This is an optimization exercise on Yosys and OpenROAD, whose aim is a short achievable clock period and few clock cycles, not a production implementation. Only simulation tests tie the RTL to the original design; equivalence was not proved. Power is estimated from default activity; no workload was simulated.

==> flow/design.v <==
module minicomp_core (
    input  wire       clk,
    input  wire       rst,           
    output wire [7:0] mem_addr,
    input  wire [7:0] mem_rdata,
    output wire       mem_we,
    output wire [7:0] mem_wdata,
    output wire [7:0] io_port,       
    output wire       io_rd,         
    input  wire [7:0] io_rdata,
    input  wire       io_present,    
    output wire       io_wr,         
    output wire [7:0] io_wdata
);
    reg [7:0] x0, x1, x2, x3;
    reg [7:0] addr_q, ir, ipc, nb, ioaddr, wdata_q;
    reg       m_fetch, m_normal, m_memop, m_jimm;
    reg       we_q, rd_q, wr_q;
    reg [3:0] sb;                    
    reg [7:0] xa, xb;                
    reg e_add, e_shl, e_shr, e_not, e_and, e_or, e_xor, e_alu, e_aluw;
    reg e_clf, e_data, e_ind, e_ina, e_outa, e_jmp, e_jmpr, e_jxxx, e_mem, e_st, e_outd;
    reg mo_ld, mo_st;                
    reg       cy, f_al, f_eq, zen;
    reg [7:0] fres;
    wire [7:0] b = mem_rdata;
    wire [7:0] g0 = xa & xb;
    wire [7:0] t0 = xa | xb;
    reg  [8:0] gg, pp;
    reg  [8:0] gn, pn;
    integer k, d;
    always @(*) begin
        gg = {g0, cy};
        pp = {t0, 1'b0};
        for (d = 1; d < 9; d = d * 2) begin
            gn = gg;
            pn = pp;
            for (k = d; k < 9; k = k + 1) begin
                gn[k] = gg[k] | (pp[k] & gg[k - d]);
                pn[k] = pp[k] & pp[k - d];
            end
            gg = gn;
            pp = pn;
        end
    end
    wire [7:0] sum  = (xa ^ gg[7:0]) ^ xb;
    wire       sum8 = gg[8];
    wire [7:0] hg = xa & ~xb;
    wire [7:0] ht = xa | ~xb;
    reg  [7:0] cg, cp, cgn, cpn;
    always @(*) begin
        cg = hg;
        cp = ht;
        for (d = 1; d < 8; d = d * 2) begin
            cgn = cg;
            cpn = cp;
            for (k = d; k < 8; k = k + 1) begin
                cgn[k] = cg[k] | (cp[k] & cg[k - d]);
                cpn[k] = cp[k] & cp[k - d];
            end
            cg = cgn;
            cp = cpn;
        end
    end
    wire a_gt_b = cg[7];
    wire a_eq_b = &(ht & (~xa | xb));
    wire [7:0] c = ({8{e_add}} & sum)
                 | ({8{e_shl}} & {xa[6:0], cy})
                 | ({8{e_shr}} & {cy, xa[7:1]})
                 | ({8{e_not}} & ~xa)
                 | ({8{e_and}} & g0)
                 | ({8{e_or}}  & (xa | xb))
                 | ({8{e_xor}} & xa & ~xb) | ({8{e_xor}} & ~xa & xb);
    wire cout = (e_add & sum8) | (e_shl & xa[7]) | (e_shr & xa[0]);
    wire f_z   = zen & (fres == 8'd0);
    wire taken = |(ir[3:0] & {cy, f_al, f_eq, f_z});
    wire [7:0] a1 = addr_q + 8'd1;
    wire [7:0] a2 = addr_q + 8'd2;
    wire [7:0] i1 = ipc + 8'd1;
    wire [7:0] i2 = ipc + 8'd2;
    wire b_j  = b[7:4] == 4'd5;
    wire nb_j = nb[7:4] == 4'd5;
    wire e_seq  = e_alu | e_clf | e_ind | e_ina | e_outa;
    wire n_seq  = m_normal & (e_seq | (e_jxxx & ~taken));
    wire st_hit = mo_st & (addr_q == ipc);
    wire       load_b  = m_fetch | n_seq;
    wire       load_nb = m_memop & ~st_hit;
    wire       load    = load_b | load_nb;
    wire [7:0] ir_nx   = m_memop ? nb : b;
    wire       w_oth = e_data | e_ina | e_ind | mo_ld;
    wire [7:0] od    = e_ind ? (io_present ? io_rdata : xb) : e_ina ? ioaddr : b;
    wire [7:0] xd    = e_aluw ? c : od;
    wire [3:0] xw    = sb & {4{e_aluw | w_oth}};
    wire [3:0] na = 4'b0001 << ir_nx[3:2];
    wire [3:0] nbs = 4'b0001 << ir_nx[1:0];
    wire [7:0] xsa = ({8{na[0]}} & x0) | ({8{na[1]}} & x1) | ({8{na[2]}} & x2) | ({8{na[3]}} & x3);
    wire [7:0] xsb = ({8{nbs[0]}} & x0) | ({8{nbs[1]}} & x1) | ({8{nbs[2]}} & x2) | ({8{nbs[3]}} & x3);
    wire       fwa = |(xw & na);
    wire       fwb = |(xw & nbs);
    always @(posedge clk) begin
        if (rst) begin
            x0 <= 8'd0; x1 <= 8'd0; x2 <= 8'd0; x3 <= 8'd0;
            addr_q <= 8'd0;
            ioaddr <= 8'd0;
            m_fetch <= 1'b1; m_normal <= 1'b0; m_memop <= 1'b0; m_jimm <= 1'b0;
            we_q <= 1'b0; rd_q <= 1'b0; wr_q <= 1'b0;
            e_add <= 1'b0; e_shl <= 1'b0; e_shr <= 1'b0; e_not <= 1'b0; e_and <= 1'b0;
            e_or <= 1'b0; e_xor <= 1'b0; e_alu <= 1'b0; e_aluw <= 1'b0;
            e_clf <= 1'b0; e_data <= 1'b0; e_ind <= 1'b0; e_ina <= 1'b0; e_outa <= 1'b0;
            e_jmp <= 1'b0; e_jmpr <= 1'b0; e_jxxx <= 1'b0; e_mem <= 1'b0; e_st <= 1'b0;
            e_outd <= 1'b0;
            mo_ld <= 1'b0; mo_st <= 1'b0;
            cy <= 1'b0; f_al <= 1'b0; f_eq <= 1'b0; zen <= 1'b0;
        end else begin
            if (xw[0]) x0 <= xd;
            if (xw[1]) x1 <= xd;
            if (xw[2]) x2 <= xd;
            if (xw[3]) x3 <= xd;
            if (e_alu) begin
                cy <= cout; f_al <= a_gt_b; f_eq <= a_eq_b; zen <= e_aluw;
            end
            if (e_clf) begin
                cy <= 1'b0; f_al <= 1'b0; f_eq <= 1'b0; zen <= 1'b0;
            end
            if (e_outa) ioaddr <= xb;
            e_alu  <= load & ir_nx[7];
            e_aluw <= load & ir_nx[7] & (ir_nx[6:4] != 3'd7);
            e_add  <= load & (ir_nx[7:4] == 4'd8);
            e_shl  <= load & (ir_nx[7:4] == 4'd9);
            e_shr  <= load & (ir_nx[7:4] == 4'd10);
            e_not  <= load & (ir_nx[7:4] == 4'd11);
            e_and  <= load & (ir_nx[7:4] == 4'd12);
            e_or   <= load & (ir_nx[7:4] == 4'd13);
            e_xor  <= load & (ir_nx[7:4] == 4'd14);
            e_mem  <= load & ((ir_nx[7:5] == 3'd0) | (ir_nx[7:2] == 6'b011110));
            e_st   <= load & (ir_nx[7:4] == 4'd1);
            e_outd <= load & (ir_nx[7:2] == 6'b011110);
            e_data <= load & (ir_nx[7:4] == 4'd2);
            e_jmpr <= load & (ir_nx[7:4] == 4'd3);
            e_jmp  <= load & (ir_nx[7:4] == 4'd4);
            e_jxxx <= load & (ir_nx[7:4] == 4'd5);
            e_clf  <= load & (ir_nx[7:4] == 4'd6);
            e_ind  <= load & (ir_nx[7:2] == 6'b011100);
            e_ina  <= load & (ir_nx[7:2] == 6'b011101);
            e_outa <= load & (ir_nx[7:2] == 6'b011111);
            rd_q   <= load & (ir_nx[7:2] == 6'b011100);
            we_q <= 1'b0;
            wr_q <= 1'b0;
            m_fetch  <= 1'b0;
            m_normal <= load;
            m_memop  <= 1'b0;
            m_jimm   <= 1'b0;
            if (m_fetch) begin
                addr_q <= b_j ? a2 : a1;
            end
            if (m_normal) begin
                if (n_seq) begin
                    addr_q <= b_j ? a2 : a1;
                end else if (e_mem) begin
                    addr_q <= xa;
                    we_q <= e_st;
                    wr_q <= e_outd;
                    mo_ld <= ~e_st & ~e_outd;
                    mo_st <= e_st;
                    m_memop <= 1'b1;
                end else if (e_jxxx) begin           
                    addr_q <= ipc;
                    m_jimm <= 1'b1;
                end else if (e_data) begin
                    addr_q <= a1;
                    m_fetch <= 1'b1;
                end else if (e_jmp) begin
                    addr_q <= b;
                    m_fetch <= 1'b1;
                end else begin                       
                    addr_q <= xb;
                    m_fetch <= 1'b1;
                end
            end
            if (m_memop) begin
                mo_ld <= 1'b0;
                mo_st <= 1'b0;
                if (st_hit) begin                    
                    addr_q <= ipc;
                    m_fetch <= 1'b1;
                end else begin
                    addr_q <= nb_j ? i2 : i1;
                end
            end
            if (m_jimm) begin
                addr_q <= b;
                m_fetch <= 1'b1;
            end
        end
    end
    always @(posedge clk) begin
        if (e_alu) fres <= c;
        if (load) begin
            ir <= ir_nx;
            sb <= nbs;
        end
        xa <= fwa ? xd : xsa;
        xb <= fwb ? xd : xsb;
        if (load_b) ipc <= a1;
        else if (load_nb) ipc <= i1;
        if (e_mem) begin
            nb <= b;
            wdata_q <= xb;
        end
    end
    assign mem_addr  = addr_q;
    assign mem_we    = we_q;
    assign mem_wdata = wdata_q;
    assign io_port   = ioaddr;
    assign io_rd     = rd_q;
    assign io_wr     = wr_q;
    assign io_wdata  = wdata_q;
endmodule
Settings: LEC_CHECK=0, ABC_CLOCK_PERIOD_IN_PS=1000, CAP_MARGIN=20, CORE_MARGIN=2, CORE_UTILIZATION=40, PLACE_DENSITY=0.6, SETUP_SLACK_MARGIN=3.0, SLEW_MARGIN=20; clock period 5.0 ns.
run.sh (not shown) runs the stock make flow with config.mk's settings and CLKGATE_MAP_FILE= SYNTH_SCRIPT=/design/flow/synth_recipe.tcl, a recipe that flattens the netlist after the stock synthesis.
The first run completed with no timing, DRC or antenna violations.
Testbench counts at the start, summed over its fixed seeds: cycles 99,460.
Edit:
--- a/flow/config.mk
+++ b/flow/config.mk
@@ -9,6 +9,6 @@
 export CAP_MARGIN = 20
 export CORE_MARGIN = 2
-export CORE_UTILIZATION = 40
-export PLACE_DENSITY = 0.6
-export SETUP_SLACK_MARGIN = 3.0
+export CORE_UTILIZATION = 55
+export PLACE_DENSITY = 0.75
+export SETUP_SLACK_MARGIN = 3.5
 export SLEW_MARGIN = 20
Non-clock buffer count rose by 38.
Combinational power climbs by about a fifth.
Hold slack is better by 0.055 ns.
Edit:
--- a/flow/config.mk
+++ b/flow/config.mk
@@ -9,6 +9,6 @@
 export CAP_MARGIN = 20
 export CORE_MARGIN = 2
-export CORE_UTILIZATION = 55
-export PLACE_DENSITY = 0.75
+export CORE_UTILIZATION = 30
+export PLACE_DENSITY = 0.5
 export SETUP_SLACK_MARGIN = 3.5
 export SLEW_MARGIN = 20
Outcome: Maximum frequency came out higher by about a fifth; cell count increases by roughly a tenth; area after synthesis does not change.
Edit:
--- a/flow/config.mk
+++ b/flow/config.mk
@@ -9,6 +9,6 @@
 export CAP_MARGIN = 20
 export CORE_MARGIN = 2
-export CORE_UTILIZATION = 30
-export PLACE_DENSITY = 0.5
+export CORE_UTILIZATION = 40
+export PLACE_DENSITY = 0.6
 export SETUP_SLACK_MARGIN = 3.5
 export SLEW_MARGIN = 20
What happened:
- sequential share of layout area goes up by 0.23 points
- via count goes up by 4.9%
- clock-buffer cell count is unchanged
- cell area goes down by 0.89%
- power goes down by 0.43%
- clock skew stays flat

-- port drivers added, routing unchanged --
The flow's constraints put no driver on any port. The routed layouts listed below were extracted and timed again, unchanged, in two steps. Step 1 sets driving cells, clkbuf_16 on the clock port and buf_2 on the other inputs (assumed; they add their load-dependent delay and slew). Step 2, shift: input delay + t, output delay - t, t = (earliest + latest rising clock arrival at the registers) / 2. This alone moves slack from input paths to output paths. a / b / c = ideal / step 1 / step 2; a / b = the first two.
| run | shift t [ns] | setup slack, ns | clock arrival spread, ns |
|---|---|---|---|
| the first run | 0.465 | 2.708 / 2.708 / 2.367 | 0.013 / 0.013 |
| the second run | 0.478 | 2.481 / 2.481 / 2.297 | 0.016 / 0.015 |
| the third run | 0.468 | 2.830 / 2.830 / 2.446 | 0.014 / 0.014 |
| the fourth run | 0.470 | 2.836 / 2.826 / 2.429 | 0.015 / 0.015 |
After both steps setup and hold are still met in every run listed. For the fourth run, which loses most, drivers alone change the setup slack by -0.010 ns; drivers and shift together by -0.407 ns.
